Source: an optimization exercise on an open RTL-to-GDS flow (aim: small area). Production flows keep margins and buffers that such runs may drop.
RTL that was checked went through simulation tests only; none was proved equivalent to the original.
Only the layout flow was run in run 1; the RTL was not checked for function there.
Power is estimated from default activity; no workload was simulated.

--- config.mk ---
export PLATFORM = sky130hd
export DESIGN_NAME = upid_codec
export DESIGN_NICKNAME = upid_codec
export VERILOG_FILES = /design/flow/design.v
export SDC_FILE = /design/flow/constraint.sdc
export NUM_CORES = 4
export LEC_CHECK = 0
export CAP_MARGIN = 20
export CORE_AREA = 5 5 295 295
export DIE_AREA = 0 0 300 300
export SLEW_MARGIN = 20
--- constraint.sdc ---
create_clock -name core_clock -period 5.0 [get_ports {clk}]
set_input_delay 1.0000 -clock core_clock [delete_from_list [all_inputs] [get_ports {clk}]]
set_output_delay 1.0000 -clock core_clock [all_outputs]
set_load 0.01 [all_outputs]
--- design.v ---
module upid_sym_enc (
    input  wire [4:0] idx,
    output wire [6:0] chr
);
    wire lt6 = ~idx[4] & ~idx[3] & ~(idx[2] & idx[1]);
    wire c6  = ~lt6;
    wire c2  = idx[1] | idx[0];
    assign chr[0] = idx[0] ^ c6;
    assign chr[1] = ~(idx[1] ^ (c6 & idx[0]));
    assign chr[2] = idx[2] ^ (idx[1] | (c6 & idx[0]));
    assign chr[3] = c6 & ~(idx[3] ^ (idx[2] & c2));
    assign chr[4] = lt6 | ~(idx[4] ^ (idx[3] | (idx[2] & c2)));
    assign chr[5] = 1'b1;
    assign chr[6] = c6;
endmodule
module upid_sym_dec (
    input  wire [7:0] chr,
    output wire       valid,
    output wire [4:0] val
);
    wire [4:0] d = chr[4:0];
    wire L = chr[6];
    wire letter_ok = (d != 5'd0) & ~(d[4] & d[3] & (d[2] | (d[1] & d[0])));
    wire digit_ok  = d[4] & ~d[3] & (d[2] | d[1]);
    assign valid = ~chr[7] & chr[5] & (L ? letter_ok : digit_ok);
    wire c3 = d[2] | (d[1] & d[0]);
    assign val[0] = d[0] ^ L;
    assign val[1] = ~(d[1] ^ (L & ~d[0]));
    assign val[2] = ~(d[2] ^ (d[1] & (d[0] | ~L)));
    assign val[3] = L & (d[3] ^ c3);
    assign val[4] = L & (d[4] ^ (d[3] & c3));
endmodule
module upid_core (
    input  wire [3:0]   op,
    input  wire [4:0]   in_idx,
    input  wire [207:0] in_b,
    input  wire [7:0]   in_len,
    input  wire [127:0] in_val,
    input  wire [19:0]  in_pfx,
    input  wire [63:0]  in_ts,
    input  wire [63:0]  in_rnd,
    input  wire [3:0]   in_ver,
    output wire [2:0]   status,
    output wire [127:0] w
);
    genvar i;
    wire [25:0]  dv;
    wire [129:0] dbits;
    generate
        for (i = 0; i < 26; i = i + 1) begin : g_dec
            upid_sym_dec u_dec (.chr(in_b[8*i +: 8]), .valid(dv[i]), .val(dbits[129-5*i -: 5]));
        end
    endgenerate
    wire [127:0] w_pack = {in_ts[39:0], in_rnd, in_pfx, in_ver};
    wire [127:0] w_fb;
    generate
        for (i = 0; i < 16; i = i + 1) begin : g_fb
            assign w_fb[127-8*i -: 8] = in_b[8*i +: 8];
        end
    endgenerate
    wire [3:0] fill;
    assign fill[0] = (in_len[2:0] == 3'd0);
    assign fill[1] = (in_len[2:0] <= 3'd1);
    assign fill[2] = (in_len[2:0] <= 3'd2);
    assign fill[3] = (in_len[2:0] <= 3'd3);
    wire op_symenc = (op == 4'd0);
    wire op_symdec = (op == 4'd1);
    wire op_pack   = (op == 4'd2);
    wire op_unpack = (op == 4'd3);
    wire op_totext = (op == 4'd4);
    wire op_ftext  = (op == 4'd5);
    wire op_pfxenc = (op == 4'd6);
    wire op_pfxdec = (op == 4'd7);
    wire op_tobyte = (op == 4'd8);
    wire op_fbyte  = (op == 4'd9);
    wire s_val = op_unpack | op_totext | op_tobyte;
    wire s_dec = op_ftext | op_symdec | op_pfxenc;
    wire [19:0] fillw = {{5{fill[0]}}, {5{fill[1]}}, {5{fill[2]}}, {5{fill[3]}}} & {20{op_pfxenc}};
    wire [127:0] w_common = ({128{s_val}}     & in_val)
                          | ({128{op_pack}}   & w_pack)
                          | ({128{s_dec}}     & dbits[129:2])
                          | ({128{op_fbyte}}  & w_fb);
    assign w[107:0]   = w_common[107:0];
    assign w[127:108] = w_common[127:108]
                      | fillw
                      | ({20{op_pfxdec}} & in_pfx)
                      | ({20{op_symenc}} & {in_idx, 15'd0});
    wire len26 = (in_len == 8'd26);
    wire len16 = (in_len == 8'd16);
    wire pe_long = (in_len > 8'd4);
    wire [3:0] pe_bad = ~dv[3:0] & ~fill;
    reg [2:0] st;
    always @* begin
        case (op)
            4'd0, 4'd3, 4'd4, 4'd7, 4'd8: st = 3'd0;
            4'd1: st = dv[0] ? 3'd0 : 3'd1;
            4'd2: st = (in_ts[63:40] != 24'd0) ? 3'd4 : 3'd0;
            4'd5: st = !len26 ? 3'd2 : (!(&dv) || dbits[1:0] != 2'b00) ? 3'd1 : 3'd0;
            4'd6: st = pe_long ? 3'd3 : (|pe_bad) ? 3'd1 : 3'd0;
            4'd9: st = len16 ? 3'd0 : 3'd2;
            default: st = 3'd5;
        endcase
    end
    assign status = st;
endmodule
module upid_codec (
    input  wire         clk,
    input  wire         rst,        
    input  wire         req_valid,
    input  wire [3:0]   op,
    input  wire [4:0]   in_idx,
    input  wire [207:0] in_b,
    input  wire [7:0]   in_len,
    input  wire [127:0] in_val,
    input  wire [19:0]  in_pfx,
    input  wire [63:0]  in_ts,
    input  wire [63:0]  in_rnd,
    input  wire [3:0]   in_ver,
    output reg          resp_valid,
    output wire [2:0]   status,
    output wire [4:0]   out_idx,
    output wire [207:0] out_b,
    output wire [7:0]   out_len,
    output wire [127:0] out_val,
    output wire [19:0]  out_pfx,
    output wire [39:0]  out_ts,
    output wire [63:0]  out_rnd,
    output wire [3:0]   out_ver
);
    wire [2:0]   c_status;
    wire [127:0] c_w;
    upid_core u_core (
        .op(op), .in_idx(in_idx), .in_b(in_b), .in_len(in_len), .in_val(in_val),
        .in_pfx(in_pfx), .in_ts(in_ts), .in_rnd(in_rnd), .in_ver(in_ver),
        .status(c_status), .w(c_w)
    );
    reg [3:0]   op_r;
    reg [2:0]   st_r;
    reg [127:0] w_r;
    always @(posedge clk) begin
        if (rst) resp_valid <= 1'b0;
        else     resp_valid <= req_valid;
    end
    always @(posedge clk) begin
        op_r <= op;
        st_r <= c_status;
        w_r  <= c_w;
    end
    wire ok = (st_r == 3'd0);
    wire e_symenc = ok & (op_r == 4'd0);
    wire e_symdec = ok & (op_r == 4'd1);
    wire e_unpack = ok & (op_r == 4'd3);
    wire e_totext = ok & (op_r == 4'd4);
    wire e_pfxenc = ok & (op_r == 4'd6);
    wire e_pfxdec = ok & (op_r == 4'd7);
    wire e_tobyte = ok & (op_r == 4'd8);
    wire e_val    = ok & ((op_r == 4'd2) | (op_r == 4'd5) | (op_r == 4'd9));
    assign status  = st_r;
    assign out_idx = {5{e_symdec}} & w_r[127:123];
    assign out_val = {128{e_val}} & w_r;
    assign out_ts  = {40{e_unpack}} & w_r[127:88];
    assign out_rnd = {64{e_unpack}} & w_r[87:24];
    assign out_ver = {4{e_unpack}} & w_r[3:0];
    assign out_pfx = ({20{e_unpack}} & w_r[23:4]) | ({20{e_pfxenc}} & w_r[127:108]);
    wire [3:0] nf;
    assign nf[0] = (w_r[127:123] != 5'd31);
    assign nf[1] = (w_r[122:118] != 5'd31);
    assign nf[2] = (w_r[117:113] != 5'd31);
    assign nf[3] = (w_r[112:108] != 5'd31);
    wire [3:0] pd_lane;    
    assign pd_lane[3] = nf[3];
    assign pd_lane[2] = nf[3] | nf[2];
    assign pd_lane[1] = pd_lane[2] | nf[1];
    assign pd_lane[0] = pd_lane[1] | nf[0];
    wire [2:0] pd_len = nf[3] ? 3'd4 : nf[2] ? 3'd3 : nf[1] ? 3'd2 : nf[0] ? 3'd1 : 3'd0;
    wire [129:0] tb = {w_r, 2'b00};
    genvar i;
    generate
        for (i = 0; i < 26; i = i + 1) begin : g_lane
            wire [6:0] chr;
            upid_sym_enc u_enc (.idx(tb[129-5*i -: 5]), .chr(chr));
            wire en_t;
            if (i == 0)
                assign en_t = e_totext | e_symenc | (e_pfxdec & pd_lane[0]);
            else if (i < 4)
                assign en_t = e_totext | (e_pfxdec & pd_lane[i]);
            else
                assign en_t = e_totext;
            wire [7:0] tchr = {1'b0, chr & {7{en_t}}};
            if (i < 16) begin : g_byte
                assign out_b[8*i +: 8] = tchr | ({8{e_tobyte}} & w_r[127-8*i -: 8]);
            end else begin : g_txt
                assign out_b[8*i +: 8] = tchr;
            end
        end
    endgenerate
    assign out_len = ({8{e_symenc}} & 8'd1)
                   | ({8{e_totext}} & 8'd26)
                   | ({8{e_tobyte}} & 8'd16)
                   | ({8{e_pfxdec}} & {5'd0, pd_len});
endmodule
--- run.sh ---
#!/bin/bash
# synth_recipe.tcl (not shown) runs the flow's synth.tcl, then flattens the netlist and writes it again
# the make line also repeats each setting of config.mk as NAME=value (left out here)
make -C /OpenROAD-flow-scripts/flow DESIGN_CONFIG=/design/flow/config.mk WORK_HOME=/design/flow/orfs CLKGATE_MAP_FILE= SYNTH_SCRIPT=/design/flow/synth_recipe.tcl finish
==> flow_results.xml, run 1 <==
<?xml version="1.0" encoding="UTF-8"?>
<metrics>
  <group name="placed_design">
    <metric name="port_buffers" unit="">975</metric>
    <metric name="numPlacedInstances" unit="">3946</metric>
    <metric name="place.gp.congestion" unit="">0.969</metric>
    <metric name="dp_hpwl" unit="mm">115</metric>
  </group>
  <group name="cts">
    <metric name="numClockSinks" unit="">136</metric>
    <metric name="cts-hold-fix-buffers" unit="">0</metric>
    <metric name="clock_tree.root_cell" unit="">clkbuf_16</metric>
    <metric name="cts-buffers-inserted" unit="">17</metric>
    <metric name="postCtsSetupBuffers" unit="">0</metric>
    <metric name="cts.path.max_buffers" unit="">2</metric>
    <metric name="htree_num_levels" unit="">4</metric>
    <metric name="cts_repair_resize_count" unit="">0</metric>
    <metric name="cts_tree" unit="">built</metric>
    <metric name="clk_transition_reported_paths" unit="ns">0.07</metric>
  </group>
  <group name="synth">
    <metric name="number_of_synthesized_register_bits" unit="">136</metric>
    <metric name="postSynthAreaPerCell" unit="um^2">7.32</metric>
    <metric name="cell_count_after_synthesis" unit="">1975</metric>
    <metric name="synth_fa_ha_area_frac" unit="">0.134</metric>
    <metric name="post_synthesis_simple_gate_area_fraction" unit="">0.283</metric>
    <metric name="yosysUniqueCellTypes" unit="">62</metric>
    <metric name="synth-edff-count" unit="">0</metric>
    <metric name="postSynth.topFlopCell" unit="">dfxtp_1</metric>
    <metric name="seq_area_frac_synth" unit="">0.188</metric>
    <metric name="synth-xor-area-share" unit="">0.0605</metric>
    <metric name="dominant_combinational_cell_family_by_area_after_synthesis" unit="">simple AND/OR/NAND/NOR gates</metric>
    <metric name="synth_mux_area_frac" unit="">0</metric>
    <metric name="post_synthesis_cell_area" unit="um^2">14500</metric>
    <metric name="ys_warnings" unit="">2</metric>
    <metric name="synth_compound_gate_area_share" unit="">0.242</metric>
    <metric name="synthArstFlopShare" unit="">0</metric>
  </group>
  <group name="worst_setup_path">
    <metric name="timing.critical_path.required" unit="ns">4.00</metric>
    <metric name="critical_path_class" unit="">reg -&gt; out</metric>
    <metric name="cp.buffers_inverters" unit="">4</metric>
    <metric name="cpMostUsedCell" unit="">buf_4</metric>
    <metric name="critical-path-slowest-cell" unit="">clkdlybuf4s50_1</metric>
    <metric name="critical_path.max_fanout" unit="">60</metric>
    <metric name="timing.critical_path.to_type" unit="">output pin</metric>
    <metric name="worstSetupStartpointType" unit="">flip-flop</metric>
    <metric name="slowest_delay" unit="ns">0.64</metric>
    <metric name="crit_path_cell_trace" unit="">nor2b_2, buf_4, nand3_4, buf_4, buf_4, nor3_1, clkdlybuf4s50_1</metric>
    <metric name="gate_family_responsible_for_the_most_delay_along_the_worst_path" unit="">buffers and inverters</metric>
    <metric name="critPathArrivalTime" unit="ns">3.56</metric>
  </group>
  <group name="power">
    <metric name="power_density" unit="nW/um^2">180</metric>
    <metric name="vdd_drop_max" unit="uV">235</metric>
    <metric name="cellLeakagePower" unit="uW">0.0102</metric>
    <metric name="power" unit="uW">4720</metric>
  </group>
  <group name="floorplanning">
    <metric name="fp.dieArea" unit="um^2">90000</metric>
    <metric name="die_w" unit="um">300</metric>
    <metric name="floorplan.io_pins" unit="">989</metric>
    <metric name="dieHeight" unit="um">300</metric>
    <metric name="core-area" unit="um^2">83600</metric>
    <metric name="initial_core_util" unit="">0.173</metric>
    <metric name="row_count" unit="">106</metric>
  </group>
  <group name="sta">
    <metric name="layout_min_cycle_time" unit="ns">4.56</metric>
    <metric name="maxClockFrequency" unit="GHz">0.219</metric>
    <metric name="worst_slew_margin_rel" unit="">0.222</metric>
    <metric name="post-route-period-util" unit="">0.912</metric>
    <metric name="tightestPinTransition" unit="ns">1.15</metric>
    <metric name="finalSetupTns" unit="ns">0</metric>
    <metric name="timing_hold_violations_final" unit="">0</metric>
    <metric name="final-max-slew-violation-count" unit="">0</metric>
    <metric name="report.final.setup_viol" unit="">0</metric>
    <metric name="rsz_0062_raised_after_global_routing" unit="">false</metric>
  </group>
  <group name="finish">
    <metric name="syn2layout_area_growth" unit="%">81.1</metric>
    <metric name="layout.nets" unit="">3548</metric>
    <metric name="post_route_cells_drive_above_1_share" unit="">0.0386</metric>
    <metric name="utilization" unit="">0.313</metric>
    <metric name="final-instance-count-excl-fill" unit="">3990</metric>
  </group>
  <group name="outcome">
    <metric name="outcome" unit="">finished clean</metric>
  </group>
  <group name="drt">
    <metric name="drt-vias-per-instance" unit="">5.14</metric>
    <metric name="drt-total-wl" unit="mm">134</metric>
    <metric name="detail_route.first_pass.iterations" unit="">10</metric>
    <metric name="remaining_drc_errors" unit="">0</metric>
    <metric name="ant_nets" unit="">0</metric>
    <metric name="wl_per_cell" unit="um">33.6</metric>
    <metric name="drtIter0Drc" unit="">2839</metric>
    <metric name="route.vias.total" unit="">20500</metric>
  </group>
  <group name="grt">
    <metric name="gr-total-overflow" unit="">0</metric>
    <metric name="grt_antenna_before_repair" unit="">30</metric>
    <metric name="vias_in_the_first_global_route" unit="">19600</metric>
    <metric name="grt_use_total" unit="">0.281</metric>
    <metric name="grt_pass1_wl" unit="mm">175</metric>
    <metric name="largest_net_degree_at_the_start_of_global_routing" unit="">101</metric>
  </group>
  <group name="flow_run">
    <metric name="drv_cap" unit="">0</metric>
  </group>
  <group name="worst_hold_path">
    <metric name="hold_path_class" unit="">in -&gt; reg</metric>
  </group>
</metrics>
==> per-stage QoR <==
step / hold WS (ns) / setup WS [ns] / cell area, um^2
4_1_cts: 1.04 / 0.488 / 26200
5_1_grt: 1.06 / 0.349 / 26200
2_1_floorplan: 1.03 / 2.21 / 14500
3_5_place_dp: 1.58 / 0.820 / 25500
3_3_place_gp: 1.57 / 0.838 / 25500
6_report: 1.09 / 0.438 / 26200
==> routing by layer <==
layer,vias up,global-route usage,share of wire
met2,1375,0.435,0.44
met3,223,0.0672,0.090
met1,9940,0.384,0.43
met4,16,0.0940,0.036
met5,-,0,0.00090
li1,8935,-,-
==> synthesized netlist by cell type (all sizes together), types with 2 or more instances <==
cell type    n  area, um^2
nor4        20         131
a311oi       4        35.0
a221o        2        20.0
nand2b       6        37.5
ha         155        1940
xor2        89         780
o211ai       3        22.5
o22ai       10        62.6
nand2      205         769
a21oi       37         189
nor3        93         470
nor2b       30         188
inv        162         608
nand4       14        87.6
xnor2       11        96.3
and4         2        17.5
nor3b        2        15.0
a22oi        4        30.0
o31a        20         175
a222oi     126        1260
buf         66         390
o2111ai      2        17.5
or3          3        18.8
a31oi        5        31.3
or4          2        15.0
and3         8        50.1
and2       220        1380
clkbuf      86         323
dfxtp      136        2720
nor2        90         345
o31ai       19         143
nand3       90         455
o21ba        2        20.0
nor4bb       5        50.1
nand4bb      2        22.5
a211oi      21         158
a21o        28         210
a22o        41         359
o21ai      140         704
a221oi       2        23.8
nor4b        2        17.5
==> sequential cells by signal (all words and copies together) (netlist names) <==
name and count:
op_r 4, resp_valid 1, st_r 3, w_r 128
==> worst paths after layout <==
check / startpoint / end / slack [ns] / cells past startpoint
setup / recovery: op_r[2]$_DFF_P_ / out_b[139] / 0.44 / 7
hold / removal: req_valid / resp_valid$_SDFF_PP0_ / 1.09 / 2
==> placed cells by master, fill, tap and decap left out, types with 14 or more instances in the layout <==
cell type	n
nand2_1	205
nor3_1	91
a22o_1	41
dfxtp_1	136
o31a_1	20
nor2b_1	29
ha_1	155
clkdlybuf4s50_1	975
o21ai_0	134
a21oi_1	35
xor2_1	89
nor2_1	86
o31ai_1	18
buf_4	47
a21o_1	27
clkbuf_16	17
nand4_1	14
and2_1	220
nor4_1	19
inv_1	161
a211oi_1	21
a222oi_1	126
nand3_1	89
==> cell families after synthesis <==
group,count (synthesis)
compound gates,471
xor+xnor,100
fa+ha+maj,155
buf+inv,314
flops,136
other cells,1
simple gates,798
==> power breakdown <==
group / switching, uW / internal (uW)
combinational: 914 / 794
clock: 621 / 812
sequential: 382 / 1190
==> final cells by class <==
cell class | count | area, um^2
tap | 1080 | 1350
multi-input combinational | 1537 | 10600
sequential | 136 | 2720
inverter | 162 | 608
fill | 9081 | 57400
clock inverter | 14 | 188
clock buffer | 18 | 439
antenna | 12 | 30.0
timing repair buffer | 1031 | 10300
==> inputs of run 2 (changes only) <==
--- a/design.v
+++ b/design.v
@@ -41,5 +41,5 @@
     input  wire [63:0]  in_rnd,
     input  wire [3:0]   in_ver,
-    output wire [2:0]   status,
+    output wire [3:0]   code,
     output wire [127:0] w
 );
@@ -102,5 +102,15 @@
         endcase
     end
-    assign status = st;
+    reg [2:0] cls;
+    always @* begin
+        case (op)
+            4'd5, 4'd9: cls = 3'd2;
+            4'd8:       cls = 3'd5;
+            4'd6:       cls = 3'd6;
+            4'd7:       cls = 3'd7;
+            default:    cls = op[2:0];
+        endcase
+    end
+    assign code = (st != 3'd0) ? {1'b1, st} : {1'b0, cls};
 endmodule
 module upid_codec (
@@ -128,14 +138,14 @@
     output wire [3:0]   out_ver
 );
-    wire [2:0]   c_status;
+    wire [3:0]   c_code;
     wire [127:0] c_w;
     upid_core u_core (
         .op(op), .in_idx(in_idx), .in_b(in_b), .in_len(in_len), .in_val(in_val),
         .in_pfx(in_pfx), .in_ts(in_ts), .in_rnd(in_rnd), .in_ver(in_ver),
-        .status(c_status), .w(c_w)
+        .code(c_code), .w(c_w)
     );
-    reg [3:0]   op_r;
-    reg [2:0]   st_r;
-    reg [127:0] w_r;
+    reg [3:0]   code_r;
+    reg [127:0] w_n;    
+    wire [127:0] w_r = ~w_n;
     always @(posedge clk) begin
         if (rst) resp_valid <= 1'b0;
@@ -143,18 +153,17 @@
     end
     always @(posedge clk) begin
-        op_r <= op;
-        st_r <= c_status;
-        w_r  <= c_w;
-    end
-    wire ok = (st_r == 3'd0);
-    wire e_symenc = ok & (op_r == 4'd0);
-    wire e_symdec = ok & (op_r == 4'd1);
-    wire e_unpack = ok & (op_r == 4'd3);
-    wire e_totext = ok & (op_r == 4'd4);
-    wire e_pfxenc = ok & (op_r == 4'd6);
-    wire e_pfxdec = ok & (op_r == 4'd7);
-    wire e_tobyte = ok & (op_r == 4'd8);
-    wire e_val    = ok & ((op_r == 4'd2) | (op_r == 4'd5) | (op_r == 4'd9));
-    assign status  = st_r;
+        code_r <= c_code;
+        w_n  <= ~c_w;
+    end
+    wire ok = ~code_r[3];
+    wire e_symenc = ok & (code_r[2:0] == 3'd0);
+    wire e_symdec = ok & (code_r[2:0] == 3'd1);
+    wire e_val    = ok & (code_r[2:0] == 3'd2);
+    wire e_unpack = ok & (code_r[2:0] == 3'd3);
+    wire e_totext = ok & (code_r[2:0] == 3'd4);
+    wire e_tobyte = ok & (code_r[2:0] == 3'd5);
+    wire e_pfxenc = ok & (code_r[2:0] == 3'd6);
+    wire e_pfxdec = ok & (code_r[2:0] == 3'd7);
+    assign status  = {3{code_r[3]}} & code_r[2:0];
     assign out_idx = {5{e_symdec}} & w_r[127:123];
     assign out_val = {128{e_val}} & w_r;
==> flow/run.sh (new file) <==
#!/bin/bash
# Layout flow: the standard ORFS flow with three changes:
#  - synthesis skips Yosys's extract_fa (flow/synth.tcl), registers unchanged;
#  - the port buffers are made from the smallest buffer cell;
#  - the clock tree is built without dummy loads.
# make's full output goes to flow.log; ORFS keeps each step's log under orfs/logs.
set -euo pipefail
bash standard.sh \
  "SYNTH_SCRIPT=$PWD/flow/synth.tcl" \
  "BUFFER_PORTS_ARGS=-buffer_cell sky130_fd_sc_hd__buf_1" \
  "CTS_ARGS=-sink_clustering_enable -repair_clock_nets -dont_use_dummy_load" \
  finish > flow.log 2>&1
==> flow/synth.tcl (new file) <==
proc synth {args} { yosys synth -nofsm -noshare {*}$args }
proc extract_fa {args} { puts "extract_fa skipped" }
source $::env(SCRIPTS_DIR)/synth.tcl
# left out here: clear keep_hierarchy, flatten, clean up, hide names made inside functions, write 1_2_yosys.v
==> standard.sh (new file) <==
#!/bin/bash
# synth_recipe.tcl (not shown) runs the flow's synth.tcl, then flattens the netlist and writes it again
# the make line also repeats each setting of config.mk as NAME=value (left out here)
make -C /OpenROAD-flow-scripts/flow DESIGN_CONFIG=/design/flow/config.mk WORK_HOME=/design/flow/orfs CLKGATE_MAP_FILE= SYNTH_SCRIPT=/design/flow/synth_recipe.tcl "${@:-finish}"
--- a/config.mk
+++ b/config.mk
@@ -7,5 +7,5 @@
 export LEC_CHECK = 0
 export CAP_MARGIN = 20
-export CORE_AREA = 5 5 295 295
-export DIE_AREA = 0 0 300 300
+export CORE_AREA = 5 5 195 195
+export DIE_AREA = 0 0 200 200
 export SLEW_MARGIN = 20
removed: run.sh
==> flow_results.xml, run 2 <==
<?xml version="1.0" encoding="UTF-8"?>
<metrics>
  <group name="outcome">
    <metric name="outcome" unit="">aborted with a tool error</metric>
    <metric name="last-stage-reached" unit="">3_2_place_iop</metric>
    <metric name="flow.first_error" unit="">[ERROR PPL-0024] Number of IO pins (989) exceeds maximum number of available positions (718). Increase the die perimeter from 800.00um to 1345.04um.</metric>
  </group>
  <group name="synth">
    <metric name="synthTopCellsByArea" unit="">dfxtp_1, nor2_1, a222oi_1</metric>
    <metric name="number_of_synthesized_register_bits" unit="">133</metric>
    <metric name="synth_top_cells_by_count" unit="">nor2_1, clkbuf_1, dfxtp_1</metric>
    <metric name="post_synthesis_cell_area" unit="um^2">13500</metric>
    <metric name="synthArstFlopShare" unit="">0</metric>
    <metric name="synth-edff-count" unit="">0</metric>
    <metric name="seq_area_frac_synth" unit="">0.197</metric>
    <metric name="postSynth.topFlopCell" unit="">dfxtp_1</metric>
    <metric name="synth_largest_area_cell" unit="">dfxtp_1</metric>
    <metric name="synth_top_cell_area_share" unit="">0.197</metric>
    <metric name="ys_warnings" unit="">2</metric>
    <metric name="postSynthAreaPerCell" unit="um^2">6.94</metric>
    <metric name="yosysUniqueCellTypes" unit="">65</metric>
    <metric name="synth_most_common_cell" unit="">nor2_1</metric>
    <metric name="cell_count_after_synthesis" unit="">1947</metric>
  </group>
  <group name="floorplanning">
    <metric name="initial_core_util" unit="">0.380</metric>
    <metric name="dieHeight" unit="um">200</metric>
    <metric name="row_count" unit="">69</metric>
    <metric name="die_w" unit="um">200</metric>
  </group>
</metrics>
run 2: kinds of logic after synthesis:
family,count (synthesis),synth area share
AND/OR/NAND/NOR,693,0.243
other,1,0.000277
flip-flops,133,0.197
multiplexers,3,0.00222
XOR/XNOR,212,0.137
AO/OA/AOI/OAI,632,0.337
buffers and inverters,273,0.0831
==> inputs of run 3 (changes only) <==
--- a/config.mk
+++ b/config.mk
@@ -7,5 +7,5 @@
 export LEC_CHECK = 0
 export CAP_MARGIN = 20
-export CORE_AREA = 5 5 195 195
-export DIE_AREA = 0 0 200 200
+export CORE_AREA = 5 5 295 295
+export DIE_AREA = 0 0 300 300
 export SLEW_MARGIN = 20
==> flow_results.xml, run 3 <==
<?xml version="1.0" encoding="UTF-8"?>
<metrics>
  <group name="outcome">
    <metric name="outcome" unit="">finished clean</metric>
  </group>
  <group name="placed_design">
    <metric name="placed_cell_area" unit="um^2">18400</metric>
    <metric name="dpl_worst_slack" unit="ns">0.704</metric>
    <metric name="port_buffers" unit="">975</metric>
    <metric name="dp_hpwl" unit="mm">108</metric>
    <metric name="place.gp.congestion" unit="">1.02</metric>
  </group>
  <group name="floorplanning">
    <metric name="dieHeight" unit="um">300</metric>
    <metric name="row_count" unit="">106</metric>
    <metric name="core-area" unit="um^2">83600</metric>
    <metric name="initial_core_util" unit="">0.162</metric>
    <metric name="die_w" unit="um">300</metric>
    <metric name="fp.dieArea" unit="um^2">90000</metric>
    <metric name="floorplan.io_pins" unit="">989</metric>
  </group>
  <group name="synth">
    <metric name="synthTopCellsByArea" unit="">dfxtp_1, nor2_1, a222oi_1</metric>
    <metric name="synth_compound_gate_area_share" unit="">0.337</metric>
    <metric name="dominant_combinational_cell_family_by_area_after_synthesis" unit="">compound AO/OA/AOI/OAI gates</metric>
    <metric name="postSynthAreaPerCell" unit="um^2">6.94</metric>
    <metric name="seq_area_frac_synth" unit="">0.197</metric>
    <metric name="synth-edff-count" unit="">0</metric>
    <metric name="ys_warnings" unit="">2</metric>
    <metric name="yosysUniqueCellTypes" unit="">65</metric>
    <metric name="synth_top_cell_area_share" unit="">0.197</metric>
    <metric name="post_synthesis_simple_gate_area_fraction" unit="">0.243</metric>
    <metric name="synthArstFlopShare" unit="">0</metric>
    <metric name="synth_most_common_cell" unit="">nor2_1</metric>
    <metric name="synth_top_cells_by_count" unit="">nor2_1, clkbuf_1, dfxtp_1</metric>
    <metric name="post_synthesis_cell_area" unit="um^2">13500</metric>
    <metric name="synth_largest_area_cell" unit="">dfxtp_1</metric>
    <metric name="cell_count_after_synthesis" unit="">1947</metric>
    <metric name="postSynth.topFlopCell" unit="">dfxtp_1</metric>
    <metric name="synth_mux_area_frac" unit="">0.00222</metric>
    <metric name="number_of_synthesized_register_bits" unit="">133</metric>
    <metric name="synth-xor-area-share" unit="">0.137</metric>
    <metric name="synth_fa_ha_area_frac" unit="">0</metric>
  </group>
  <group name="cts">
    <metric name="postCtsSetupBuffers" unit="">0</metric>
    <metric name="cts-hold-fix-buffers" unit="">0</metric>
    <metric name="numClockSinks" unit="">133</metric>
    <metric name="clk_transition_reported_paths" unit="ns">0.06</metric>
    <metric name="clock_tree.root_cell" unit="">clkbuf_16</metric>
    <metric name="cts_repair_resize_count" unit="">0</metric>
    <metric name="cts-buffers-inserted" unit="">17</metric>
    <metric name="cts_tree" unit="">built</metric>
    <metric name="htree_num_levels" unit="">4</metric>
    <metric name="cts.path.max_buffers" unit="">2</metric>
  </group>
  <group name="sta">
    <metric name="worst_slew_margin_rel" unit="">0.338</metric>
    <metric name="maxClockFrequency" unit="GHz">0.237</metric>
    <metric name="tightestPinTransition" unit="ns">0.992</metric>
    <metric name="hold_slack" unit="ns">0.675</metric>
    <metric name="timing_hold_violations_final" unit="">0</metric>
    <metric name="report.final.setup_viol" unit="">0</metric>
    <metric name="rsz_0062_raised_after_global_routing" unit="">false</metric>
    <metric name="layout_min_cycle_time" unit="ns">4.21</metric>
    <metric name="finalSetupTns" unit="ns">0</metric>
    <metric name="setup_ws" unit="ns">0.786</metric>
    <metric name="post-route-period-util" unit="">0.843</metric>
    <metric name="final-max-slew-violation-count" unit="">0</metric>
  </group>
  <group name="grt">
    <metric name="gr-total-overflow" unit="">0</metric>
    <metric name="grt_use_total" unit="">0.266</metric>
    <metric name="vias_in_the_first_global_route" unit="">18700</metric>
    <metric name="grt_antenna_before_repair" unit="">36</metric>
    <metric name="largest_net_degree_at_the_start_of_global_routing" unit="">70</metric>
    <metric name="grt_pass1_wl" unit="mm">166</metric>
  </group>
  <group name="worst_setup_path">
    <metric name="critical_path_class" unit="">reg -&gt; out</metric>
    <metric name="timing.critical_path.to_type" unit="">output pin</metric>
    <metric name="worstSetupStartpointType" unit="">flip-flop</metric>
    <metric name="critPathArrivalTime" unit="ns">3.21</metric>
    <metric name="timing.critical_path.required" unit="ns">4.00</metric>
    <metric name="critical_path.max_fanout" unit="">8</metric>
  </group>
  <group name="drt">
    <metric name="route.vias.total" unit="">20600</metric>
    <metric name="drt-vias-per-instance" unit="">5.30</metric>
    <metric name="wl_per_cell" unit="um">33.0</metric>
    <metric name="ant_nets" unit="">0</metric>
    <metric name="detail_route.first_pass.iterations" unit="">10</metric>
    <metric name="drt-total-wl" unit="mm">128</metric>
    <metric name="remaining_drc_errors" unit="">0</metric>
    <metric name="drtIter0Drc" unit="">3125</metric>
  </group>
  <group name="power">
    <metric name="cellLeakagePower" unit="uW">0.00626</metric>
    <metric name="power_density" unit="nW/um^2">230</metric>
    <metric name="power" unit="uW">4320</metric>
    <metric name="vdd_drop_max" unit="uV">246</metric>
  </group>
  <group name="finish">
    <metric name="largest_register_ff_count" unit="">128</metric>
    <metric name="fillers" unit="">9712</metric>
    <metric name="final_cell_mix" unit="">buf_1, nor2_1, dfxtp_1</metric>
    <metric name="post_route_cells_drive_above_1_share" unit="">0.0453</metric>
    <metric name="final_area" unit="um^2">18800</metric>
    <metric name="largest-register" unit="">w_n</metric>
    <metric name="syn2layout_area_growth" unit="%">39.0</metric>
    <metric name="layout.nets" unit="">3316</metric>
    <metric name="reg_top3" unit="">w_n (128), code_r (4), resp_valid (1)</metric>
    <metric name="mostFrequentLayoutCell" unit="">buf_1</metric>
  </group>
  <group name="flow_run">
    <metric name="drv_cap" unit="">0</metric>
  </group>
  <group name="worst_hold_path">
    <metric name="hold_path_class" unit="">in -&gt; reg</metric>
  </group>
</metrics>
## run 3: worst max-delay path, cell delays in order (launching register included)
cell,delay [ns]
dfxtp_1,0.51
or2_1,0.33
nor4_1,0.35
nor2b_1,0.23
nor2_1,0.11
nor3_1,0.70
o32ai_1,0.29
buf_1,0.21
## run 3: report_power, final
part	leakage [uW]	switching, uW	internal (uW)
sequential	0.00111	466	1170
clock	0.000210	516	587
combinational	0.00495	1010	569
## run 3: path summary, 6_finish.rpt
kind	from	endpoint	depth (start not counted)
max	w_n[114]$_DFF_P_	out_b[12]	7
min	rst	resp_valid$_SDFF_PP0_	2
## run 3: metal layers
| layer | wire (um) | global-route usage | up-vias |
|---|---|---|---|
| met2 | 55100 | 0.404 | 1558 |
| met1 | 54600 | 0.365 | 10000 |
| met5 | 152 | 0 | - |
| li1 | - | - | 8795 |
| met4 | 4400 | 0.0872 | 24 |
| met3 | 13900 | 0.0726 | 201 |
## run 3: final cells by class
class	count	area [um^2]	area share
Multi-Input combinational cell	1553	9840	0.524
Timing Repair Buffer	1052	4310	0.229
Sequential cell	133	2660	0.142
Tap cell	1080	1350	0.0719
Clock buffer	17	425	0.0226
Inverter	51	191	0.0102
Antenna cell	4	10.0	0.000533
## run 3: cells by family (layout without fill, tap and decap cells)
kind of cell | Yosys count | in the layout
AOI/OAI and AO/OA | 632 | 632
other | 1 | 17
muxes | 3 | 3
buffers and inverters | 273 | 1120
and+or+nand+nor | 693 | 693
xor gates and xnor gates | 212 | 212
DFF | 133 | 133
## run 3: through the flow
step	cells	utilization
3_5_place_dp	3869	0.220
2_1_floorplan	1959	-
6_report	3890	0.225
3_3_place_gp	3869	0.220
4_1_cts	3886	0.225
5_1_grt	3888	0.225
==> inputs of run 4 (changes only) <==
==> flow/run.sh (replaced) <==
#!/bin/bash
# Layout flow: the standard ORFS flow with these changes:
#  - synthesis skips Yosys's extract_fa and maps with flow/abc_area.script
#    (flow/synth.tcl); the registers are the standard synthesis's;
#  - the port buffers are made from the smallest buffer cell;
#  - the clock tree is built from clkbuf_8 cells, without dummy loads.
# make's full output goes to flow.log; ORFS keeps each step's log under orfs/logs.
set -euo pipefail
bash standard.sh \
  "SYNTH_SCRIPT=$PWD/flow/synth.tcl" \
  "BUFFER_PORTS_ARGS=-buffer_cell sky130_fd_sc_hd__buf_1" \
  "CTS_ARGS=-sink_clustering_enable -repair_clock_nets -dont_use_dummy_load -buf_list sky130_fd_sc_hd__clkbuf_8" \
  finish > flow.log 2>&1
==> flow/abc_area.script (new file) <==
&get -n
&st
&dch
&nf
&put
==> flow/synth.tcl (replaced) <==
proc synth {args} { yosys synth -nofsm -noshare {*}$args }
proc extract_fa {args} { puts "extract_fa skipped" }
# Map the logic with flow/abc_area.script (one &dch/&nf pass, no ABC
# buffering or sizing; the placer's resizer sizes the cells).
set ::flow_dir [file dirname [file normalize [info script]]]
proc abc {args} {
  set i [lsearch $args -script]
  lset args [expr {$i + 1}] $::flow_dir/abc_area.script
  yosys abc {*}$args
}
source $::env(SCRIPTS_DIR)/synth.tcl
# left out here: clear keep_hierarchy, flatten, clean up, hide names made inside functions, write 1_2_yosys.v
--- a/config.mk
+++ b/config.mk
@@ -6,6 +6,6 @@
 export NUM_CORES = 4
 export LEC_CHECK = 0
-export CAP_MARGIN = 20
+export CAP_MARGIN = 5
 export CORE_AREA = 5 5 295 295
 export DIE_AREA = 0 0 300 300
-export SLEW_MARGIN = 20
+export SLEW_MARGIN = 5
==> flow_results.xml, run 4 <==
<?xml version="1.0" encoding="UTF-8"?>
<metrics>
  <group name="outcome">
    <metric name="outcome" unit="">finished clean</metric>
  </group>
  <group name="power">
    <metric name="power" unit="uW">3810</metric>
    <metric name="cellLeakagePower" unit="uW">0.00552</metric>
    <metric name="vdd_drop_max" unit="uV">194</metric>
    <metric name="power_density" unit="nW/um^2">209</metric>
  </group>
  <group name="finish">
    <metric name="layout.nets" unit="">3398</metric>
    <metric name="post_route_cells_drive_above_1_share" unit="">0.0256</metric>
    <metric name="largest_register_ff_count" unit="">128</metric>
    <metric name="final-instance-count-excl-fill" unit="">3977</metric>
    <metric name="final_cell_mix" unit="">buf_1, nor2_1, a21oi_1</metric>
    <metric name="mostFrequentLayoutCell" unit="">buf_1</metric>
    <metric name="final_area" unit="um^2">18200</metric>
    <metric name="syn2layout_area_growth" unit="%">45.1</metric>
    <metric name="reg_top3" unit="">w_n (128), code_r (4), resp_valid (1)</metric>
    <metric name="largest-register" unit="">w_n</metric>
  </group>
  <group name="grt">
    <metric name="largest_net_degree_at_the_start_of_global_routing" unit="">80</metric>
    <metric name="grt.met2_usage" unit="">0.414</metric>
    <metric name="vias_in_the_first_global_route" unit="">19000</metric>
    <metric name="grt_pass1_wl" unit="mm">156</metric>
    <metric name="grt_most_used_layer" unit="">met2</metric>
    <metric name="gr-total-overflow" unit="">0</metric>
    <metric name="use_met1" unit="">0.303</metric>
    <metric name="grt_use_met3" unit="">0.0662</metric>
    <metric name="grt_use_total" unit="">0.247</metric>
    <metric name="grt_antenna_before_repair" unit="">21</metric>
  </group>
  <group name="synth">
    <metric name="yosysUniqueCellTypes" unit="">49</metric>
    <metric name="ys_warnings" unit="">2</metric>
    <metric name="synthArstFlopShare" unit="">0</metric>
    <metric name="number_of_synthesized_register_bits" unit="">133</metric>
    <metric name="synth_top_cells_by_count" unit="">nor2_1, a21oi_1, o21ai_0</metric>
    <metric name="post_synthesis_cell_area" unit="um^2">12600</metric>
    <metric name="synth_largest_area_cell" unit="">dfxtp_1</metric>
    <metric name="synthTopCellsByArea" unit="">dfxtp_1, nor2_1, xnor2_1</metric>
    <metric name="synth_top_cell_area_share" unit="">0.212</metric>
    <metric name="synth-xor-area-share" unit="">0.114</metric>
    <metric name="postSynthAreaPerCell" unit="um^2">6.74</metric>
    <metric name="synth_most_common_cell" unit="">nor2_1</metric>
    <metric name="post_synthesis_simple_gate_area_fraction" unit="">0.281</metric>
    <metric name="cell_count_after_synthesis" unit="">1864</metric>
    <metric name="synth_compound_gate_area_share" unit="">0.360</metric>
    <metric name="synth_fa_ha_area_frac" unit="">0</metric>
    <metric name="dominant_combinational_cell_family_by_area_after_synthesis" unit="">compound AO/OA/AOI/OAI gates</metric>
    <metric name="seq_area_frac_synth" unit="">0.212</metric>
    <metric name="synth-edff-count" unit="">0</metric>
    <metric name="synth_mux_area_frac" unit="">0</metric>
    <metric name="postSynth.topFlopCell" unit="">dfxtp_1</metric>
  </group>
  <group name="sta">
    <metric name="worst_slew_margin_rel" unit="">0.147</metric>
    <metric name="tightestPinTransition" unit="ns">1.27</metric>
    <metric name="maxClockFrequency" unit="GHz">0.228</metric>
    <metric name="post-route-period-util" unit="">0.879</metric>
    <metric name="final-max-slew-violation-count" unit="">0</metric>
    <metric name="finalSetupTns" unit="ns">0</metric>
    <metric name="rsz_0062_raised_after_global_routing" unit="">false</metric>
    <metric name="timing_hold_violations_final" unit="">0</metric>
    <metric name="report.final.setup_viol" unit="">0</metric>
    <metric name="layout_min_cycle_time" unit="ns">4.39</metric>
  </group>
  <group name="worst_setup_path">
    <metric name="critical_path_class" unit="">reg -&gt; out</metric>
    <metric name="critical_path.max_fanout" unit="">8</metric>
    <metric name="timing.critical_path.required" unit="ns">4.00</metric>
    <metric name="timing.critical_path.to_type" unit="">output pin</metric>
    <metric name="critPathArrivalTime" unit="ns">3.39</metric>
    <metric name="worstSetupStartpointType" unit="">flip-flop</metric>
  </group>
  <group name="placed_design">
    <metric name="numPlacedInstances" unit="">3951</metric>
    <metric name="port_buffers" unit="">975</metric>
    <metric name="place.gp.congestion" unit="">1.00</metric>
    <metric name="dp_hpwl" unit="mm">99.9</metric>
    <metric name="placed_cell_area" unit="um^2">18000</metric>
  </group>
  <group name="drt">
    <metric name="route.vias.total" unit="">20400</metric>
    <metric name="remaining_drc_errors" unit="">0</metric>
    <metric name="detail_route.first_pass.iterations" unit="">10</metric>
    <metric name="ant_nets" unit="">0</metric>
    <metric name="drt-total-wl" unit="mm">118</metric>
    <metric name="drt-vias-per-instance" unit="">5.12</metric>
    <metric name="drtIter0Drc" unit="">2542</metric>
    <metric name="wl_per_cell" unit="um">29.8</metric>
  </group>
  <group name="worst_hold_path">
    <metric name="hold_path_class" unit="">in -&gt; reg</metric>
    <metric name="hold_path_depth" unit="">2</metric>
  </group>
  <group name="floorplanning">
    <metric name="floorplan.io_pins" unit="">989</metric>
    <metric name="initial_core_util" unit="">0.150</metric>
    <metric name="row_count" unit="">106</metric>
    <metric name="core-area" unit="um^2">83600</metric>
    <metric name="fp.dieArea" unit="um^2">90000</metric>
    <metric name="die_w" unit="um">300</metric>
    <metric name="dieHeight" unit="um">300</metric>
  </group>
  <group name="cts">
    <metric name="cts_repair_resize_count" unit="">0</metric>
    <metric name="postCtsSetupBuffers" unit="">0</metric>
    <metric name="clock_tree.root_cell" unit="">clkbuf_8</metric>
    <metric name="numClockSinks" unit="">133</metric>
    <metric name="cts.path.max_buffers" unit="">2</metric>
    <metric name="cts-hold-fix-buffers" unit="">0</metric>
    <metric name="cts_tree" unit="">built</metric>
    <metric name="cts-buffers-inserted" unit="">17</metric>
    <metric name="htree_num_levels" unit="">4</metric>
    <metric name="clk_transition_reported_paths" unit="ns">0.09</metric>
  </group>
  <group name="flow_run">
    <metric name="drv_cap" unit="">0</metric>
  </group>
</metrics>
[run 4: cell count changes after synthesis, moves of 29 or more]
cell      previous run  this run
clkinv_1             0        57
or2_0                1        30
a21oi_1             93       200
clkbuf_1           186         0
a21boi_1            59         0
o21ai_0             82       191
inv_1               49         0
nor2_1             340       413
xor2_1             110        36
a222oi_1            99        42
a22oi_1              3        71
[run 4: final timing paths]
check                        start              end  slack [ns]
setup / recovery  w_n[109]$_DFF_P_        out_b[25]        0.61
hold / removal          in_val[79]  w_n[79]$_DFF_P_        0.60
[run 4: critical path: stages, from the launching register on]
cell	delay (ns)
dfxtp_1	0.56
or2_0	0.33
nor4_1	0.79
nor2_1	0.20
nor2_1	0.33
buf_4	0.27
o22ai_1	0.15
buf_1	0.20
[run 4: power by group]
part | leakage [uW] | internal, uW | switching [uW]
clock network | 0.000122 | 299 | 505
logic | 0.00429 | 524 | 955
registers | 0.00111 | 1170 | 359
[run 4: logic make-up after synthesis]
group	count (synthesis)
simple gates	761
compound gates	722
xor+xnor	164
flops	133
buf+inv	83
other cells	1
[run 4: cell type report]
class,count,area [um^2]
Inverter,57,214
Multi-Input combinational cell,1660,9610
Fill cell,9800,65300
Sequential cell,133,2660
Tap cell,1080,1350
Antenna cell,9,22.5
Timing Repair Buffer,1021,4130
Clock buffer,17,234
[run 4: metal layers]
layer	vias to the layer above	routed length, um
li1	9001	-
met1	9849	46500
met2	1318	55700
met3	186	11100
met4	14	4940
met5	-	103
[run 4: per-stage QoR]
stage | setup slack [ns] | hold slack, ns | util
after detailed placement | 0.794 | 1.17 | 0.215
after global placement | 0.544 | 1.17 | 0.215
after global routing | 0.371 | 0.538 | 0.218
final | 0.607 | 0.605 | 0.218
after CTS | 0.370 | 0.498 | 0.218
after floorplan | 0.364 | 1.07 | -
==> inputs of run 5 (changes only) <==
--- a/design.v
+++ b/design.v
@@ -77,13 +77,13 @@
     wire s_dec = op_ftext | op_symdec | op_pfxenc;
     wire [19:0] fillw = {{5{fill[0]}}, {5{fill[1]}}, {5{fill[2]}}, {5{fill[3]}}} & {20{op_pfxenc}};
-    wire [127:0] w_common = ({128{s_val}}     & in_val)
-                          | ({128{op_pack}}   & w_pack)
-                          | ({128{s_dec}}     & dbits[129:2])
-                          | ({128{op_fbyte}}  & w_fb);
+    wire [127:0] w_common = (in_val        | {128{~s_val}})
+                          & (w_pack        | {128{~op_pack}})
+                          & (dbits[129:2]  | {{20{1'b0}}, {108{~s_dec}}}
+                                           | {fillw | {20{~s_dec}}, 108'd0})
+                          & (w_fb          | {128{~op_fbyte}});
     assign w[107:0]   = w_common[107:0];
     assign w[127:108] = w_common[127:108]
-                      | fillw
-                      | ({20{op_pfxdec}} & in_pfx)
-                      | ({20{op_symenc}} & {in_idx, 15'd0});
+                      & (in_pfx            | {20{~op_pfxdec}})
+                      & ({in_idx, 15'h7fff} | {20{~op_symenc}});
     wire len26 = (in_len == 8'd26);
     wire len16 = (in_len == 8'd16);
@@ -145,5 +145,6 @@
         .code(c_code), .w(c_w)
     );
-    reg [3:0]   code_r;
+    reg [3:0]   code_n;     
+    wire [3:0]  code_r = ~code_n;
     reg [127:0] w_n;    
     wire [127:0] w_r = ~w_n;
@@ -153,5 +154,5 @@
     end
     always @(posedge clk) begin
-        code_r <= c_code;
+        code_n <= ~c_code;
         w_n  <= ~c_w;
     end
==> flow_results.xml, run 5 <==
<?xml version="1.0" encoding="UTF-8"?>
<metrics>
  <group name="cts">
    <metric name="cts.path.max_buffers" unit="">2</metric>
    <metric name="cts_repair_resize_count" unit="">0</metric>
    <metric name="postCtsSetupBuffers" unit="">0</metric>
    <metric name="htree_num_levels" unit="">4</metric>
    <metric name="numClockSinks" unit="">133</metric>
    <metric name="cts-hold-fix-buffers" unit="">0</metric>
    <metric name="cts-buffers-inserted" unit="">17</metric>
    <metric name="clk_transition_reported_paths" unit="ns">0.08</metric>
    <metric name="cts_tree" unit="">built</metric>
    <metric name="clock_tree.root_cell" unit="">clkbuf_8</metric>
  </group>
  <group name="grt">
    <metric name="largest_net_degree_at_the_start_of_global_routing" unit="">72</metric>
    <metric name="vias_in_the_first_global_route" unit="">18400</metric>
    <metric name="gr-total-overflow" unit="">0</metric>
    <metric name="grt_pass1_wl" unit="mm">152</metric>
    <metric name="grt_antenna_before_repair" unit="">23</metric>
    <metric name="grt_use_total" unit="">0.240</metric>
  </group>
  <group name="worst_hold_path">
    <metric name="hold_path_class" unit="">in -&gt; reg</metric>
    <metric name="hold_path_depth" unit="">2</metric>
    <metric name="timing.hold.worst.start" unit="">rst</metric>
  </group>
  <group name="synth">
    <metric name="synth_top_cell_area_share" unit="">0.216</metric>
    <metric name="synth_largest_area_cell" unit="">dfxtp_1</metric>
    <metric name="postSynth.topFlopCell" unit="">dfxtp_1</metric>
    <metric name="synth-edff-count" unit="">0</metric>
    <metric name="synthArstFlopShare" unit="">0</metric>
    <metric name="postSynthAreaPerCell" unit="um^2">6.52</metric>
    <metric name="number_of_synthesized_register_bits" unit="">133</metric>
    <metric name="synth_top_cells_by_count" unit="">nor2_1, o21ai_0, o22ai_1</metric>
    <metric name="yosysUniqueCellTypes" unit="">45</metric>
    <metric name="cell_count_after_synthesis" unit="">1894</metric>
    <metric name="seq_area_frac_synth" unit="">0.216</metric>
    <metric name="ys_warnings" unit="">2</metric>
    <metric name="synth_most_common_cell" unit="">nor2_1</metric>
    <metric name="synthTopCellsByArea" unit="">dfxtp_1, nor2_1, o22ai_1</metric>
    <metric name="post_synthesis_cell_area" unit="um^2">12400</metric>
  </group>
  <group name="power">
    <metric name="comb_power_share" unit="">0.394</metric>
    <metric name="power_density" unit="nW/um^2">214</metric>
    <metric name="p_switching" unit="uW">1850</metric>
    <metric name="p_int" unit="uW">2030</metric>
    <metric name="power" unit="uW">3880</metric>
    <metric name="power.switching_fraction" unit="">0.477</metric>
    <metric name="cellLeakagePower" unit="uW">0.00648</metric>
    <metric name="share_clk_of_total_power" unit="">0.210</metric>
    <metric name="pwr-share-seq" unit="">0.397</metric>
    <metric name="vdd_drop_max" unit="uV">183</metric>
  </group>
  <group name="floorplanning">
    <metric name="dieHeight" unit="um">300</metric>
    <metric name="row_count" unit="">106</metric>
    <metric name="die_w" unit="um">300</metric>
    <metric name="core-area" unit="um^2">83600</metric>
    <metric name="floorplan.io_pins" unit="">989</metric>
    <metric name="initial_core_util" unit="">0.148</metric>
    <metric name="fp.dieArea" unit="um^2">90000</metric>
  </group>
  <group name="worst_setup_path">
    <metric name="timing.critical_path.to_type" unit="">output pin</metric>
    <metric name="critical_path.startpoint" unit="">code_n[3]$_DFF_P_</metric>
    <metric name="gate_family_responsible_for_the_most_delay_along_the_worst_path" unit="">buffers and inverters</metric>
    <metric name="critical_path.max_fanout" unit="">34</metric>
    <metric name="slowest_delay" unit="ns">0.56</metric>
    <metric name="timing.critical_path.required" unit="ns">4.00</metric>
    <metric name="cp_num_cells" unit="">7</metric>
    <metric name="critical_path_class" unit="">reg -&gt; out</metric>
    <metric name="worstSetupStartpointType" unit="">flip-flop</metric>
    <metric name="crit_path_cell_trace" unit="">nor2b_1, nand3_4, inv_2, buf_4, nand2b_1, o21ai_0, buf_1</metric>
    <metric name="cp.buffers_inverters" unit="">3</metric>
    <metric name="critPathArrivalTime" unit="ns">3.59</metric>
    <metric name="critical-path-slowest-cell" unit="">buf_4</metric>
  </group>
  <group name="drt">
    <metric name="ant_nets" unit="">0</metric>
    <metric name="drt-total-wl" unit="mm">116</metric>
    <metric name="detail_route.first_pass.iterations" unit="">6</metric>
    <metric name="route.vias.total" unit="">20100</metric>
    <metric name="drtIter0Drc" unit="">2181</metric>
    <metric name="remaining_drc_errors" unit="">0</metric>
    <metric name="drt-vias-per-instance" unit="">5.01</metric>
    <metric name="wl_per_cell" unit="um">28.9</metric>
  </group>
  <group name="finish">
    <metric name="final_cell_mix" unit="">buf_1, nor2_1, o21ai_0</metric>
    <metric name="layout.nets" unit="">3431</metric>
    <metric name="largest-register" unit="">w_n</metric>
    <metric name="mostFrequentLayoutCell" unit="">buf_1</metric>
    <metric name="post_route_cells_drive_above_1_share" unit="">0.0288</metric>
    <metric name="final_area" unit="um^2">18100</metric>
    <metric name="largest_register_ff_count" unit="">128</metric>
    <metric name="reg_top3" unit="">w_n (128), code_n (4), resp_valid (1)</metric>
    <metric name="syn2layout_area_growth" unit="%">46.4</metric>
  </group>
  <group name="placed_design">
    <metric name="dpl_worst_slack" unit="ns">-0.116</metric>
    <metric name="place.gp.congestion" unit="">0.981</metric>
    <metric name="placed_cell_area" unit="um^2">17800</metric>
    <metric name="dp_hpwl" unit="mm">97.4</metric>
    <metric name="port_buffers" unit="">975</metric>
  </group>
  <group name="sta">
    <metric name="layout_min_cycle_time" unit="ns">4.59</metric>
    <metric name="maxClockFrequency" unit="GHz">0.218</metric>
    <metric name="setup_ws" unit="ns">0.410</metric>
    <metric name="tightestPinTransition" unit="ns">1.15</metric>
    <metric name="report.final.setup_viol" unit="">0</metric>
    <metric name="timing_hold_violations_final" unit="">0</metric>
    <metric name="worst_slew_margin_rel" unit="">0.224</metric>
    <metric name="final-max-slew-violation-count" unit="">0</metric>
    <metric name="rsz_0062_raised_after_global_routing" unit="">false</metric>
    <metric name="post-route-period-util" unit="">0.918</metric>
    <metric name="hold_slack" unit="ns">0.604</metric>
  </group>
  <group name="flow_run">
    <metric name="drv_cap" unit="">0</metric>
  </group>
  <group name="outcome">
    <metric name="outcome" unit="">finished clean</metric>
  </group>
</metrics>
[run 5: path summary, 6_finish.rpt]
check / end / slack, ns
worst min-delay path: resp_valid$_SDFF_PP0_ / 0.60
worst max-delay path: out_b[78] / 0.41
[run 5: power groups by stage]
stage | clock [uW] | sequential [uW] | combinational [uW]
6_report | 813 | 1540 | 1530
5_1_grt | 884 | 1540 | 1640
4_1_cts | 866 | 1520 | 1510
3_5_place_dp | 0 | 1540 | 1510
3_3_place_gp | 0 | 1540 | 1500
2_1_floorplan | 0 | 1360 | 781
[run 5: cells by family (layout without fill, tap and decap cells)]
family | count (synthesis) | count (layout) | synth area share
xor gates and xnor gates | 171 | 171 | 0.121
buffers and inverters | 71 | 1086 | 0.0295
AOI/OAI and AO/OA | 741 | 741 | 0.347
other | 1 | 25 | 0.000304
muxes | 2 | 2 | 0.00182
and+or+nand+nor | 775 | 775 | 0.285
DFF | 133 | 133 | 0.216
[run 5: layer usage]
layer	global-route usage	up-vias	wire, um
met5	0	-	66
met4	0.0955	12	5220
met2	0.372	1323	50900
met1	0.310	9560	47700
li1	-	9007	-
met3	0.0746	198	12300
[run 5: cell type report]
class,count,area [um^2]
tap,1080,1350
multi-input combinational,1702,9470
inverter,45,169
clock buffer,17,234
sequential,133,2660
timing repair buffer,1024,4170
antenna,12,30.0
fill,9815,65500
[run 5: per-stage QoR]
stage               setup TNS (ns)  cells  utilization
floorplan                        0   1906            -
global placement            -0.178   3984        0.213
detailed placement          -0.223   3984        0.213
CTS                              0   4001        0.216
global route                     0   4006        0.216
finish                           0   4013        0.216
==> inputs of run 6 (changes only) <==
--- a/flow/run.sh
+++ b/flow/run.sh
@@ -4,5 +4,6 @@
 #    (flow/synth.tcl); the registers are the standard synthesis's;
 #  - the port buffers are made from the smallest buffer cell;
-#  - the clock tree is built from clkbuf_8 cells, without dummy loads.
+#  - the clock tree is built from clkbuf_8 cells, without dummy loads;
+#  - the pins may sit on neighbouring tracks, so that they fit a smaller die.
 # make's full output goes to flow.log; ORFS keeps each step's log under orfs/logs.
 set -euo pipefail
@@ -11,3 +12,4 @@
   "BUFFER_PORTS_ARGS=-buffer_cell sky130_fd_sc_hd__buf_1" \
   "CTS_ARGS=-sink_clustering_enable -repair_clock_nets -dont_use_dummy_load -buf_list sky130_fd_sc_hd__clkbuf_8" \
+  "PLACE_PINS_ARGS=-min_distance 1 -min_distance_in_tracks" \
   finish > flow.log 2>&1
--- a/config.mk
+++ b/config.mk
@@ -7,5 +7,5 @@
 export LEC_CHECK = 0
 export CAP_MARGIN = 5
-export CORE_AREA = 5 5 295 295
-export DIE_AREA = 0 0 300 300
+export CORE_AREA = 5 5 195 195
+export DIE_AREA = 0 0 200 200
 export SLEW_MARGIN = 5
==> flow_results.xml, run 6 <==
<?xml version="1.0" encoding="UTF-8"?>
<metrics>
  <group name="outcome">
    <metric name="outcome" unit="">finished clean</metric>
  </group>
  <group name="synth">
    <metric name="synthTopCellsByArea" unit="">dfxtp_1, nor2_1, o22ai_1</metric>
    <metric name="post_synthesis_cell_area" unit="um^2">12400</metric>
    <metric name="postSynth.topFlopCell" unit="">dfxtp_1</metric>
    <metric name="synth_top_cell_area_share" unit="">0.216</metric>
    <metric name="number_of_synthesized_register_bits" unit="">133</metric>
    <metric name="cell_count_after_synthesis" unit="">1894</metric>
    <metric name="synth_top_cells_by_count" unit="">nor2_1, o21ai_0, o22ai_1</metric>
    <metric name="seq_area_frac_synth" unit="">0.216</metric>
    <metric name="synth_most_common_cell" unit="">nor2_1</metric>
    <metric name="yosysUniqueCellTypes" unit="">45</metric>
    <metric name="ys_warnings" unit="">2</metric>
    <metric name="synth_largest_area_cell" unit="">dfxtp_1</metric>
    <metric name="synth-edff-count" unit="">0</metric>
    <metric name="postSynthAreaPerCell" unit="um^2">6.52</metric>
    <metric name="synthArstFlopShare" unit="">0</metric>
  </group>
  <group name="drt">
    <metric name="drt-vias-per-instance" unit="">5.96</metric>
    <metric name="remaining_drc_errors" unit="">0</metric>
    <metric name="drt-total-wl" unit="mm">89.4</metric>
    <metric name="top_layer" unit="">met5</metric>
    <metric name="route.vias.total" unit="">20300</metric>
    <metric name="wl_per_cell" unit="um">26.3</metric>
    <metric name="ant_nets" unit="">0</metric>
    <metric name="wirelength_met1" unit="mm">32.9</metric>
    <metric name="drtIter0Drc" unit="">2017</metric>
    <metric name="met2_wirelength" unit="mm">39.3</metric>
    <metric name="detail_route.first_pass.iterations" unit="">7</metric>
    <metric name="route.met3.wl" unit="mm">11.0</metric>
  </group>
  <group name="finish">
    <metric name="syn2layout_area_growth" unit="%">38.4</metric>
    <metric name="largest_register_ff_count" unit="">128</metric>
    <metric name="reg_top3" unit="">w_n (128), code_n (4), resp_valid (1)</metric>
    <metric name="post_route_cells_drive_above_1_share" unit="">0.0166</metric>
    <metric name="mostFrequentLayoutCell" unit="">buf_1</metric>
    <metric name="utilization" unit="">0.481</metric>
    <metric name="layout.nets" unit="">3403</metric>
    <metric name="final_cell_mix" unit="">buf_1, nor2_1, o21ai_0</metric>
    <metric name="largest-register" unit="">w_n</metric>
  </group>
  <group name="floorplanning">
    <metric name="floorplan.io_pins" unit="">989</metric>
    <metric name="core-area" unit="um^2">35600</metric>
    <metric name="die_w" unit="um">200</metric>
    <metric name="fp.dieArea" unit="um^2">40000</metric>
    <metric name="row_count" unit="">69</metric>
    <metric name="initial_core_util" unit="">0.347</metric>
    <metric name="dieHeight" unit="um">200</metric>
  </group>
  <group name="worst_setup_path">
    <metric name="slowest_delay" unit="ns">0.55</metric>
    <metric name="critical-path-slowest-cell" unit="">dfxtp_1</metric>
    <metric name="timing.critical_path.to_type" unit="">output pin</metric>
    <metric name="worstSetupStartpointType" unit="">flip-flop</metric>
    <metric name="critical_path.max_fanout" unit="">47</metric>
    <metric name="crit_path_cell_trace" unit="">nor2b_1, nand3_4, inv_2, buf_4, nor3_1, o32ai_1, buf_1</metric>
    <metric name="timing.critical_path.required" unit="ns">4.00</metric>
    <metric name="critPathArrivalTime" unit="ns">3.33</metric>
    <metric name="critical_path_class" unit="">reg -&gt; out</metric>
  </group>
  <group name="sta">
    <metric name="final-max-slew-violation-count" unit="">0</metric>
    <metric name="post-route-period-util" unit="">0.865</metric>
    <metric name="rsz_0062_raised_after_global_routing" unit="">false</metric>
    <metric name="maxClockFrequency" unit="GHz">0.231</metric>
    <metric name="worst_slew_margin_rel" unit="">0.358</metric>
    <metric name="tightestPinTransition" unit="ns">0.955</metric>
    <metric name="timing_hold_violations_final" unit="">0</metric>
    <metric name="finalSetupTns" unit="ns">0</metric>
    <metric name="report.final.setup_viol" unit="">0</metric>
    <metric name="layout_min_cycle_time" unit="ns">4.33</metric>
  </group>
  <group name="grt">
    <metric name="vias_in_the_first_global_route" unit="">18600</metric>
    <metric name="gr-total-overflow" unit="">0</metric>
    <metric name="grt_antenna_before_repair" unit="">45</metric>
    <metric name="largest_net_degree_at_the_start_of_global_routing" unit="">68</metric>
    <metric name="grt_use_total" unit="">0.410</metric>
    <metric name="grt_pass1_wl" unit="mm">122</metric>
  </group>
  <group name="cts">
    <metric name="cts.path.max_buffers" unit="">2</metric>
    <metric name="cts-buffers-inserted" unit="">17</metric>
    <metric name="htree_num_levels" unit="">4</metric>
    <metric name="cts_repair_resize_count" unit="">0</metric>
    <metric name="cts-hold-fix-buffers" unit="">0</metric>
    <metric name="cts_tree" unit="">built</metric>
    <metric name="clock_tree.root_cell" unit="">clkbuf_8</metric>
    <metric name="postCtsSetupBuffers" unit="">0</metric>
    <metric name="clk_transition_reported_paths" unit="ns">0.08</metric>
    <metric name="numClockSinks" unit="">133</metric>
  </group>
  <group name="placed_design">
    <metric name="place.gp.congestion" unit="">1.05</metric>
    <metric name="port_buffers" unit="">975</metric>
    <metric name="dp_hpwl" unit="mm">72.3</metric>
  </group>
  <group name="worst_hold_path">
    <metric name="hold_path_class" unit="">in -&gt; reg</metric>
    <metric name="timing.hold.worst.start" unit="">rst</metric>
    <metric name="hold_path_depth" unit="">2</metric>
    <metric name="hold_path_end" unit="">resp_valid$_SDFF_PP0_</metric>
  </group>
  <group name="power">
    <metric name="power_density" unit="nW/um^2">210</metric>
    <metric name="vdd_drop_max" unit="uV">172</metric>
    <metric name="cellLeakagePower" unit="uW">0.00630</metric>
    <metric name="power" unit="uW">3590</metric>
  </group>
  <group name="flow_run">
    <metric name="drv_cap" unit="">0</metric>
  </group>
</metrics>
==> run 6: worst max-delay path by stage <==
stage,slack [ns],cells after the start,end,startpoint
floorplan,0.43,6,w_n[108]$_DFF_P_,op[1]
global placement,1.07,10,code_n[2]$_DFF_P_,in_b[125]
detailed placement,0.96,10,code_n[2]$_DFF_P_,in_b[125]
CTS,0.68,7,out_b[11],code_n[3]$_DFF_P_
global route,0.53,7,out_b[11],code_n[3]$_DFF_P_
finish,0.67,7,out_b[11],code_n[3]$_DFF_P_
==> run 6: worst max-delay path, delay by kind of cell (launching register included) <==
| kind | cells | cell delay, ns |
|---|---|---|
| buffers and inverters | 3 | 0.85 |
| DFF | 1 | 0.55 |
| and+or+nand+nor | 3 | 1.08 |
| AOI/OAI and AO/OA | 1 | 0.34 |
==> run 6: layer usage <==
layer | vias to the layer above | global-route usage
li1 | 8995 | -
met3 | 342 | 0.137
met1 | 9434 | 0.487
met4 | 20 | 0.247
met5 | - | 0
met2 | 1474 | 0.643
==> run 6: area by class of cell <==
cell class | instances | area (um^2)
tap | 461 | 577
fill | 4002 | 18500
multi-input combinational | 1702 | 9470
antenna | 46 | 115
clock buffer | 17 | 234
inverter | 45 | 169
sequential | 133 | 2660
timing repair buffer | 996 | 3880
==> run 6: power by group <==
part	internal [uW]	leakage (uW)	switching [uW]
registers	1180	0.00111	287
clock network	299	0.000123	433
logic	522	0.00507	864
total	2000	0.00630	1580
==> run 6: logic make-up after synthesis <==
family	share of synthesized area
simple gates	0.285
xor+xnor	0.121
compound gates	0.347
mux	0.00182
buf+inv	0.0295
flops	0.216
other cells	0.000304
==> run 6: metrics by stage <==
| stage | setup slack [ns] | hold WS, ns | area [um^2] | std cells |
|---|---|---|---|---|
| CTS | 0.685 | 0.629 | 17000 | 3354 |
| floorplan | 0.426 | 1.07 | 12400 | 1906 |
| finish | 0.674 | 0.660 | 17100 | 3400 |
| detailed placement | 0.959 | 1.16 | 16800 | 3337 |
| global route | 0.534 | 0.637 | 17100 | 3382 |
| global placement | 1.07 | 1.15 | 16800 | 3337 |

-- afterwards: timing with drivers on the ports --
In the flow no input, the clock included, has a driving cell. The finished layouts below were timed again as built, in two steps.
Step 1: set_driving_cell puts a clkbuf_16 on clk and a buf_2 on each other input, an assumption about the parent block.
Step 2 also shifts input and output timing later by t, the mid clock arrival at the registers, as if the neighbouring blocks saw the same clock.
Slacks: ideal ports / drivers / drivers and shift; pairs: ideal ports / drivers.
| run | t (ns) | setup WS [ns] | worst data-port slew with drivers (ns) |
|---|---|---|---|
| run 1 | 0.553 | 0.438 / 0.359 / 0.745 | 0.23 |
| run 3 | 0.525 | 0.786 / 0.732 / 0.742 | 0.16 |
| run 4 | 0.605 | 0.607 / 0.542 / 0.549 | 0.14 |
| run 5 | 0.595 | 0.410 / 0.354 / -0.075 | 0.19 |
| run 6 | 0.536 | 0.674 / 0.626 / 0.769 | 0.18 |
With both steps, setup timing fails in run 5, where it was met with ideal ports. The setup slack of run 5, which loses most, moves by -0.056 ns with the drivers and by -0.485 ns with both steps.
